Background: an optimization exercise with open tools, aiming at small area, a short achievable clock period and few clock cycles. Do not read the settings as production practice. No driver is modelled on the clock port, so clock power and skew are understated where the tree is cut down; a real chip needs a root buffer or a tree. Power and IR drop assume default switching activity.

P:
// frame_codec
module frame_codec (
    input  wire         clk,
    input  wire         rst,
    input  wire         tx_req_valid,
    output wire         tx_req_ready,
    input  wire         tx_op,
    input  wire         tx_ft,
    input  wire         tx_aw,
    input  wire [31:0]  tx_raw_id,
    input  wire [7:0]   tx_sid,
    input  wire [7:0]   tx_nid,
    input  wire [7:0]   tx_plen,
    input  wire [119:0] tx_pay,
    output wire         tx_valid,
    output wire [7:0]   tx_data,
    output wire         tx_last,
    input  wire         tx_ready,
    output wire         tx_resp_valid,
    output wire [2:0]   tx_status,
    output wire [4:0]   tx_wire_len,
    input  wire         rx_req_valid,
    output wire         rx_req_ready,
    input  wire         rx_valid,
    input  wire [7:0]   rx_data,
    input  wire         rx_timeout,
    output wire         rx_ready,
    output wire         rx_resp_valid,
    output wire [2:0]   rx_status,
    output wire         rx_ft,
    output wire         rx_aw,
    output wire [25:0]  rx_sid,
    output wire [5:0]   rx_nid,
    output wire [3:0]   rx_plen,
    output wire [119:0] rx_pay
);
Size: roughly 630 cells after synthesis, ~380 I/O pins, roughly 0.0086 mm² of cells after synthesis.
==> module frame_serializer, before the edit <==
module frame_serializer (
    input  wire         clk,
    input  wire         rst,
    input  wire         req_valid,
    output reg          req_ready,
    input  wire         op,           
    input  wire         ft,
    input  wire         aw,
    input  wire [31:0]  raw_id,
    input  wire [7:0]   sid_raw,
    input  wire [7:0]   nid_raw,
    input  wire [7:0]   plen,
    input  wire [119:0] pay,
    output reg          tx_valid,
    output reg  [7:0]   tx_data,
    output reg          tx_last,
    input  wire         tx_ready,
    output reg          resp_valid,
    output wire [2:0]   status,
    output reg  [4:0]   wire_len
);
    wire ok, bad, oor, ptl;
    frame_request_check u_chk (
        .op(op), .aw(aw), .raw_hi(raw_id[31:16]), .sid_raw(sid_raw), .nid_raw(nid_raw),
        .plen(plen), .ok(ok), .bad(bad), .oor(oor), .ptl(ptl)
    );
    reg [1:0] st;
    assign status = {1'b0, st};
    reg       n_cfg, n_addr, n_pay, n_end;
    reg [3:0] ilo, ihi;     
    reg       r_op, r_aw;
    reg [3:0] r_len;
    wire take     = tx_valid && tx_ready;
    wire [3:0] lst    = r_len - 4'd1;
    wire addr_lst = r_aw ? ilo[3] : ilo[1];
    wire pay_lst  = ilo[lst[1:0]] && ihi[lst[3:2]];
    wire no_pay   = (r_len == 4'd0);
    wire step     = (n_addr && !addr_lst) || (n_pay && !pay_lst);
    wire [3:0]  s_addr = {4{n_addr}} & ilo;
    reg  [14:0] s_pay;
    integer i;
    always @(*)
        for (i = 0; i < 15; i = i + 1)
            s_pay[i] = n_pay && ilo[i % 4] && ihi[i / 4];
    wire [7:0] nxt;
    frame_byte_mux u_mux (
        .s_cfg(n_cfg),
        .s_a0r(s_addr[0] && !r_op), .s_a0p(s_addr[0] && r_op),
        .s_a1r(s_addr[1] && !r_op), .s_a1p(s_addr[1] && r_op),
        .s_a2r(s_addr[2] && !r_op), .s_a3r(s_addr[3] && !r_op),
        .s_pay(s_pay), .s_end(n_end),
        .aw(aw), .ft(ft), .plen(plen[3:0]), .raw_id(raw_id),
        .sid(sid_raw[4:0]), .nid(nid_raw[5:0]), .pay(pay), .y(nxt)
    );
    wire acc  = req_ready && req_valid && !rst;
    wire done = take && tx_last && !rst;
    wire tx_valid_d, resp_valid_d, req_ready_d;
    fc_ao21 u_v (.a(ok),  .b(acc), .c(!rst && tx_valid && !(tx_ready && tx_last)), .y(tx_valid_d));
    fc_ao21 u_r (.a(bad), .b(acc), .c(done), .y(resp_valid_d));
    fc_ao21 u_q (.a(bad), .b(acc), .c(rst || (req_ready && !req_valid) || done), .y(req_ready_d));
    wire [4:0] len_sum = 5'd5 + {3'd0, aw, 1'b0} + {1'b0, plen[3:0]};
    always @(posedge clk) begin
        st       <= {ptl, oor};
        wire_len <= {5{ok}} & len_sum;
        r_op     <= op;
        r_aw     <= aw;
        r_len    <= plen[3:0];
        if (req_ready) begin
            tx_data <= 8'hAA;
            n_cfg   <= 1'b1;
            n_addr  <= 1'b0;
            n_pay   <= 1'b0;
            n_end   <= 1'b0;
            ilo     <= 4'b0001;
            ihi     <= 4'b0001;
        end else if (take) begin
            tx_data <= nxt;
            n_cfg   <= 1'b0;
            n_addr  <= n_cfg || (n_addr && !addr_lst);
            n_pay   <= (n_addr && addr_lst && !no_pay) || (n_pay && !pay_lst);
            n_end   <= (n_addr && addr_lst && no_pay) || (n_pay && pay_lst) || n_end;
            ilo     <= step ? {ilo[2:0], ilo[3]} : 4'b0001;
            ihi     <= !step ? 4'b0001 : (ilo[3] ? {ihi[2:0], ihi[3]} : ihi);
        end
        req_ready  <= req_ready_d;
        tx_valid   <= tx_valid_d;
        resp_valid <= resp_valid_d;
        tx_last    <= !rst && tx_valid && !(tx_ready && tx_last) && (tx_ready ? n_end : tx_last);
    end
endmodule
export LEC_CHECK = 0
export CAP_MARGIN = 20
export CORE_MARGIN = 2
export CORE_UTILIZATION = 60
export SETUP_SLACK_MARGIN = 3.85
export SLEW_MARGIN = 20
export SYNTH_HIERARCHICAL = 1
create_clock -name core_clock -period 6.0 [get_ports {clk}]
standard.sh (not shown) runs the stock make flow with config.mk's settings and CLKGATE_MAP_FILE= SYNTH_SCRIPT=/design/flow/synth_recipe.tcl, a recipe that flattens the netlist after the stock synthesis.
==> flow/flow/run.sh <==
#!/bin/bash
# Standard layout, except that:
#  - the port buffers are the smallest buffer cell (buf_1);
#  - the clock tree is built by flow/manual_tree.tcl in place of TritonCTS:
#    the clock port drives 4 root buffers, each next to its share of the
#    leaf buffers, and each leaf buffer drives one balanced k-means cluster
#    of flip-flops. Everything after the tree (legalisation, timing repair,
#    routing, finishing) is the standard cts.tcl and later steps.
set -euo pipefail
here=$(pwd)
export BUFFER_PORTS_ARGS="-buffer_cell sky130_fd_sc_hd__buf_1"
bash standard.sh synth > log_synth.log 2>&1
rm -rf scripts_mt
cp -r "$FLOW_HOME/scripts" scripts_mt
python3 - "$here/scripts_mt/cts.tcl" > log_patch.log 2>&1 <<'PY'
import sys
p = sys.argv[1]
s = open(p).read()
old = "log_cmd clock_tree_synthesis {*}$cts_args"
assert s.count(old) == 1
s = s.replace(old, "source $::env(MT_TREE_TCL)\nmt_build $::env(MT_NLEAF) $::env(MT_NROOT) $::env(MT_LEAF_CELL) $::env(MT_ROOT_CELL)")
open(p, "w").write(s)
print("patched", p)
PY
export MT_TREE_TCL="$here/flow/manual_tree.tcl"
export MT_NLEAF=12
export MT_NROOT=4
export MT_LEAF_CELL=sky130_fd_sc_hd__clkbuf_16
export MT_ROOT_CELL=sky130_fd_sc_hd__clkbuf_16
bash standard.sh SCRIPTS_DIR="$here/scripts_mt" finish > log_flow.log 2>&1
Other scripts of this flow, unchanged in this note and not shown: flow/flow/manual_tree.tcl
Here is what was changed in the inputs of Q compared with P.
diff --git a/flow/design.v b/flow/design.v
--- a/flow/design.v
+++ b/flow/design.v
@@ -73,4 +73,17 @@
             y = y | ({8{s_pay[i]}} & pay[8*i +: 8]);
     end
+endmodule
+module frame_select_decode (
+    input  wire        n_addr,
+    input  wire        n_pay,
+    input  wire [3:0]  nidx,
+    output wire [3:0]  s_addr,
+    output reg  [14:0] s_pay
+);
+    assign s_addr = {4{n_addr}} & (4'b0001 << nidx[1:0]);
+    integer i;
+    always @(*)
+        for (i = 0; i < 15; i = i + 1)
+            s_pay[i] = n_pay && nidx == i;
 endmodule
 module frame_serializer (
@@ -103,19 +116,17 @@
     assign status = {1'b0, st};
     reg       n_cfg, n_addr, n_pay, n_end;
-    reg [3:0] ilo, ihi;     
+    reg [3:0] nidx;
     reg       r_op, r_aw;
     reg [3:0] r_len;
     wire take     = tx_valid && tx_ready;
-    wire [3:0] lst    = r_len - 4'd1;
-    wire addr_lst = r_aw ? ilo[3] : ilo[1];
-    wire pay_lst  = ilo[lst[1:0]] && ihi[lst[3:2]];
+    wire addr_lst = (nidx[1:0] == {r_aw, 1'b1});
+    wire pay_lst  = (nidx == r_len - 4'd1);
     wire no_pay   = (r_len == 4'd0);
     wire step     = (n_addr && !addr_lst) || (n_pay && !pay_lst);
-    wire [3:0]  s_addr = {4{n_addr}} & ilo;
-    reg  [14:0] s_pay;
-    integer i;
-    always @(*)
-        for (i = 0; i < 15; i = i + 1)
-            s_pay[i] = n_pay && ilo[i % 4] && ihi[i / 4];
+    wire [3:0]  s_addr;
+    wire [14:0] s_pay;
+    frame_select_decode u_dec (
+        .n_addr(n_addr), .n_pay(n_pay), .nidx(nidx), .s_addr(s_addr), .s_pay(s_pay)
+    );
     wire [7:0] nxt;
     frame_byte_mux u_mux (
@@ -147,6 +158,5 @@
             n_pay   <= 1'b0;
             n_end   <= 1'b0;
-            ilo     <= 4'b0001;
-            ihi     <= 4'b0001;
+            nidx    <= 4'd0;
         end else if (take) begin
             tx_data <= nxt;
@@ -155,6 +165,5 @@
             n_pay   <= (n_addr && addr_lst && !no_pay) || (n_pay && !pay_lst);
             n_end   <= (n_addr && addr_lst && no_pay) || (n_pay && pay_lst) || n_end;
-            ilo     <= step ? {ilo[2:0], ilo[3]} : 4'b0001;
-            ihi     <= !step ? 4'b0001 : (ilo[3] ? {ihi[2:0], ihi[3]} : ihi);
+            nidx    <= step ? nidx + 4'd1 : 4'd0;
         end
         req_ready  <= req_ready_d;
Findings:
Having completed the whole flow, Q delivered a layout that passed the timing, DRC and antenna checks.
Relative to P, the instance area after placement measured on Q has decreased slightly.
Of Q and P, it is Q that has the higher largest incremental delay on the critical path.
Q vs P, sequential share of layout area went down by 0.18 points.
Core footprint shrinks slightly when moving from P to Q.
Re via count of the first global-routing pass: Q is about 1.2% up on P.
Lower maximum clock rate goes to Q over P.
Via count (higher): P
Compared with P, Q improves synthesized area.
In the reports for Q and P, the larger met2 track demand over resource belongs to Q.
Sequential area share after synthesis sits higher in Q than in P.
Comparing the two runs side by side, Q comes out ahead of P on total power.
Function was not checked in any run of this note: the RTL went through the layout flow alone. No run of this note takes its clock network from TritonCTS; it comes from the design's own scripts or RTL.

========
## alpha
frame_codec, a different RTL version from the one above (not shown whole).
For scale: roughly 640 cells after synthesis, about 380 I/O pins.
==> module frame_serializer, before the edit <==
module frame_serializer (
    input  wire         clk,
    input  wire         rst,
    input  wire         req_valid,
    output reg          req_ready,
    input  wire         op,           
    input  wire         ft,
    input  wire         aw,
    input  wire [31:0]  raw_id,
    input  wire [7:0]   sid_raw,
    input  wire [7:0]   nid_raw,
    input  wire [7:0]   plen,
    input  wire [119:0] pay,
    output reg          tx_valid,
    output reg  [7:0]   tx_data,
    output reg          tx_last,
    input  wire         tx_ready,
    output reg          resp_valid,
    output wire [2:0]   status,
    output reg  [4:0]   wire_len
);
    wire oor, ptl_any;
    frame_request_check u_chk (
        .op(op), .aw(aw), .raw_hi(raw_id[31:16]), .sid_raw(sid_raw), .nid_raw(nid_raw),
        .plen(plen), .oor(oor), .ptl_any(ptl_any)
    );
    wire ok = !oor && !ptl_any;
    reg [1:0] st;
    assign status = {1'b0, st};
    reg       n_cfg, n_addr, n_pay, n_end;
    reg [3:0] ilo, ihi;     
    reg       r_op, r_aw;
    reg [3:0] r_len;
    wire take     = tx_valid && tx_ready;
    reg  idle;
    wire [3:0] lst    = r_len - 4'd1;
    wire addr_lst = r_aw ? ilo[3] : ilo[1];
    wire pay_lst  = ilo[lst[1:0]] && ihi[lst[3:2]];
    wire no_pay   = (r_len == 4'd0);
    wire step     = (n_addr && !addr_lst) || (n_pay && !pay_lst);
    wire [3:0]  s_addr = {4{n_addr}} & ilo;
    reg  [14:0] s_pay;
    integer i;
    always @(*)
        for (i = 0; i < 15; i = i + 1)
            s_pay[i] = n_pay && ilo[i % 4] && ihi[i / 4];
    wire [7:0] nxt;
    frame_byte_mux u_mux (
        .s_cfg(n_cfg),
        .s_a0r(s_addr[0] && !r_op), .s_a0p(s_addr[0] && r_op),
        .s_a1r(s_addr[1] && !r_op), .s_a1p(s_addr[1] && r_op),
        .s_a2r(s_addr[2] && !r_op), .s_a3r(s_addr[3] && !r_op),
        .s_pay(s_pay), .s_end(n_end),
        .aw(aw), .ft(ft), .plen(plen[3:0]), .raw_id(raw_id),
        .sid(sid_raw[4:0]), .nid(nid_raw[5:0]), .pay(pay), .y(nxt)
    );
    wire acc  = idle && req_valid && !rst;
    wire done = take && tx_last && !rst;
    wire tx_valid_d, resp_valid_d, req_ready_d;
    fc_pass u_v (.a(oor), .b(ptl_any), .c(acc), .d(!rst && tx_valid && !(tx_ready && tx_last)), .y(tx_valid_d));
    fc_fail u_r (.a(oor), .b(ptl_any), .c(acc), .d(done), .y(resp_valid_d));
    fc_fail u_q (.a(oor), .b(ptl_any), .c(acc), .d(rst || (idle && !req_valid) || done), .y(req_ready_d));
    wire [4:0] len_sum = 5'd5 + {3'd0, aw, 1'b0} + {1'b0, plen[3:0]};
    always @(posedge clk) begin
        st       <= {!oor && ptl_any, oor};
        wire_len <= {5{ok}} & len_sum;
        r_op     <= op;
        r_aw     <= aw;
        r_len    <= plen[3:0];
        if (idle) begin
            tx_data <= 8'hAA;
            n_cfg   <= 1'b1;
            n_addr  <= 1'b0;
            n_pay   <= 1'b0;
            n_end   <= 1'b0;
            ilo     <= 4'b0001;
            ihi     <= 4'b0001;
        end else if (take) begin
            tx_data <= nxt;
            n_cfg   <= 1'b0;
            n_addr  <= n_cfg || (n_addr && !addr_lst);
            n_pay   <= (n_addr && addr_lst && !no_pay) || (n_pay && !pay_lst);
            n_end   <= (n_addr && addr_lst && no_pay) || (n_pay && pay_lst) || n_end;
            ilo     <= step ? {ilo[2:0], ilo[3]} : 4'b0001;
            ihi     <= !step ? 4'b0001 : (ilo[3] ? {ihi[2:0], ihi[3]} : ihi);
        end
        req_ready  <= req_ready_d;
        idle       <= !tx_valid_d;
        tx_valid   <= tx_valid_d;
        resp_valid <= resp_valid_d;
        tx_last    <= !rst && tx_valid && !(tx_ready && tx_last) && (tx_ready ? n_end : tx_last);
    end
endmodule
==> module frame_deserializer, before the edit <==
module frame_deserializer (
    input  wire         clk,
    input  wire         rst,
    input  wire         req_valid,
    output reg          req_ready,
    input  wire         rx_valid,
    input  wire [7:0]   rx_data,
    input  wire         rx_timeout,
    output reg          rx_ready,
    output reg          resp_valid,
    output wire [2:0]   status,
    output wire         ft,
    output wire         aw,
    output wire [25:0]  sid,
    output wire [5:0]   nid,
    output wire [3:0]   plen,
    output wire [119:0] pay
);
    reg         st_start, st_cfg, st_addr, st_pay, st_end;
    reg [5:0]   rx_cfg;
    reg         c_aw;         
    reg [3:0]   c_len;        
    reg [31:0]  rx_acc;
    reg [1:0]   k;
    reg [3:0]   j;
    reg [119:0] rx_buf;
    reg         st_desync, st_trunc;
    assign status = {st_trunc, st_desync, st_desync};
    assign ft     = rx_cfg[4];
    assign aw     = rx_cfg[5];
    assign plen   = rx_cfg[3:0];
    assign sid    = rx_acc[31:6];
    assign nid    = rx_acc[5:0];
    assign pay    = rx_buf;
    wire is_aa = (rx_data == 8'hAA);
    wire is_55 = (rx_data == 8'h55);
    wire ev    = rx_valid || rx_timeout;
    wire acc   = req_ready && req_valid;
    wire fin = rx_ready && ((st_start && (rx_timeout || (rx_valid && !is_aa)))
                         || ((st_cfg || st_addr || st_pay) && rx_timeout)
                         || (st_end && ev));
    wire addr_lst = (k == {c_aw, 1'b1});
    wire pay_lst  = (j == c_len - 4'd1);
    wire no_pay   = (c_len == 4'd0);
    integer i;
    always @(posedge clk) begin
        if (st_cfg)
            rx_cfg <= rx_data[5:0];
        if (st_cfg && rx_valid) begin
            c_aw  <= rx_data[5];
            c_len <= rx_data[3:0];
        end
        if (st_start)
            rx_acc[31:16] <= 16'd0;
        for (i = 0; i < 4; i = i + 1)
            if (st_addr && k == i)
                rx_acc[8*i +: 8] <= rx_data;
        for (i = 0; i < 15; i = i + 1)
            if (st_pay && j == i)
                rx_buf[8*i +: 8] <= rx_data;
        st_desync <= st_start;
        st_trunc  <= !st_start && !(st_end && rx_valid && is_55);
        st_start <= acc || (st_start && !ev);
        st_cfg   <= !acc && ((st_start && rx_valid) || (st_cfg && !rx_valid));
        st_addr  <= !acc && (st_cfg && rx_valid || (st_addr && !(rx_valid && addr_lst)));
        st_pay   <= !acc && ((st_addr && rx_valid && addr_lst && !no_pay)
                          || (st_pay && !(rx_valid && pay_lst)));
        st_end   <= !acc && ((st_addr && rx_valid && addr_lst && no_pay)
                          || (st_pay && rx_valid && pay_lst) || st_end);
        k        <= st_addr ? k + {1'b0, rx_valid} : 2'd0;
        j        <= st_pay ? j + {3'd0, rx_valid} : 4'd0;
        req_ready  <= rst || (req_ready && !req_valid) || fin;
        rx_ready   <= !rst && (acc || (rx_ready && !fin));
        resp_valid <= !rst && fin;
    end
endmodule
clock: 6.0 ns
lec_check: 0
cap_margin: 10
core_margin: 2
core_utilization: 60
setup_slack_margin: 3.85
slew_margin: 10
synth_hierarchical: 1
Scripts as last shown in full above: flow/flow/run.sh
Other scripts of this flow, unchanged in this note and not shown: flow/flow/manual_tree.tcl
Relative to alpha, the following input files were edited for beta:
diff --git a/flow/design.v b/flow/design.v
--- a/flow/design.v
+++ b/flow/design.v
@@ -117,5 +117,4 @@
     reg [3:0] r_len;
     wire take     = tx_valid && tx_ready;
-    reg  idle;
     wire [3:0] lst    = r_len - 4'd1;
     wire addr_lst = r_aw ? ilo[3] : ilo[1];
@@ -139,10 +138,10 @@
         .sid(sid_raw[4:0]), .nid(nid_raw[5:0]), .pay(pay), .y(nxt)
     );
-    wire acc  = idle && req_valid && !rst;
+    wire acc  = req_ready && req_valid && !rst;
     wire done = take && tx_last && !rst;
     wire tx_valid_d, resp_valid_d, req_ready_d;
     fc_pass u_v (.a(oor), .b(ptl_any), .c(acc), .d(!rst && tx_valid && !(tx_ready && tx_last)), .y(tx_valid_d));
     fc_fail u_r (.a(oor), .b(ptl_any), .c(acc), .d(done), .y(resp_valid_d));
-    fc_fail u_q (.a(oor), .b(ptl_any), .c(acc), .d(rst || (idle && !req_valid) || done), .y(req_ready_d));
+    fc_fail u_q (.a(oor), .b(ptl_any), .c(acc), .d(rst || (req_ready && !req_valid) || done), .y(req_ready_d));
     wire [4:0] len_sum = 5'd5 + {3'd0, aw, 1'b0} + {1'b0, plen[3:0]};
     always @(posedge clk) begin
@@ -152,5 +151,5 @@
         r_aw     <= aw;
         r_len    <= plen[3:0];
-        if (idle) begin
+        if (req_ready) begin
             tx_data <= 8'hAA;
             n_cfg   <= 1'b1;
@@ -170,5 +169,4 @@
         end
         req_ready  <= req_ready_d;
-        idle       <= !tx_valid_d;
         tx_valid   <= tx_valid_d;
         resp_valid <= resp_valid_d;
@@ -196,6 +194,4 @@
     reg         st_start, st_cfg, st_addr, st_pay, st_end;
     reg [5:0]   rx_cfg;
-    reg         c_aw;         
-    reg [3:0]   c_len;        
     reg [31:0]  rx_acc;
     reg [1:0]   k;
@@ -217,15 +213,11 @@
                          || ((st_cfg || st_addr || st_pay) && rx_timeout)
                          || (st_end && ev));
-    wire addr_lst = (k == {c_aw, 1'b1});
-    wire pay_lst  = (j == c_len - 4'd1);
-    wire no_pay   = (c_len == 4'd0);
+    wire addr_lst = (k == {rx_cfg[5], 1'b1});
+    wire pay_lst  = (j == rx_cfg[3:0] - 4'd1);
+    wire no_pay   = (rx_cfg[3:0] == 4'd0);
     integer i;
     always @(posedge clk) begin
         if (st_cfg)
             rx_cfg <= rx_data[5:0];
-        if (st_cfg && rx_valid) begin
-            c_aw  <= rx_data[5];
-            c_len <= rx_data[3:0];
-        end
         if (st_start)
             rx_acc[31:16] <= 16'd0;
--- outcome ---
- Re post-layout minimum cycle time: beta is 74 ps up on alpha.
- Lower share of the cycle needed by the critical path after routing was reported by alpha, not beta.
- Between alpha and beta, the difference in clock power is negligible.
- beta vs alpha — total chip power dropped slightly
- Arrival time at the worst endpoint (higher): beta
- Against alpha, beta comes in 2.5 points lower on area added between synthesis and finish.
No functional check of the RTL was part of any run of this note. In every run of this note, the design's own scripts or RTL, not TritonCTS, make the clock network.

afterwards: timing with drivers on the ports:
The flow's constraints put no driver on any port. The routed layouts listed below were extracted and timed again, unchanged, in two steps.
Step 1 sets driving cells, clkbuf_16 on the clock port and buf_2 on the other inputs (assumed; they add their load-dependent delay and slew).
Step 2, shift: input delay + t, output delay - t, t = (earliest + latest rising clock arrival at the registers) / 2. This alone moves slack from input paths to output paths.
Slacks: ideal / step 1 / step 2; pairs: ideal / step 1.
run	t (ns)	setup slack, ns	worst setup path at the end	cell pins on the clock port's net
P	0.383	3.843 / 3.743 / 3.434	input to register	4
Q	0.391	3.711 / 3.711 / 3.547	input to register	4
alpha	0.378	3.894 / 3.800 / 3.575	input to register	4
beta	0.381	3.821 / 3.727 / 3.533	input to register	4
After both steps every run listed still meets setup and hold. The setup slack of P, which loses most, moves by -0.100 ns with the drivers and by -0.409 ns with both steps.
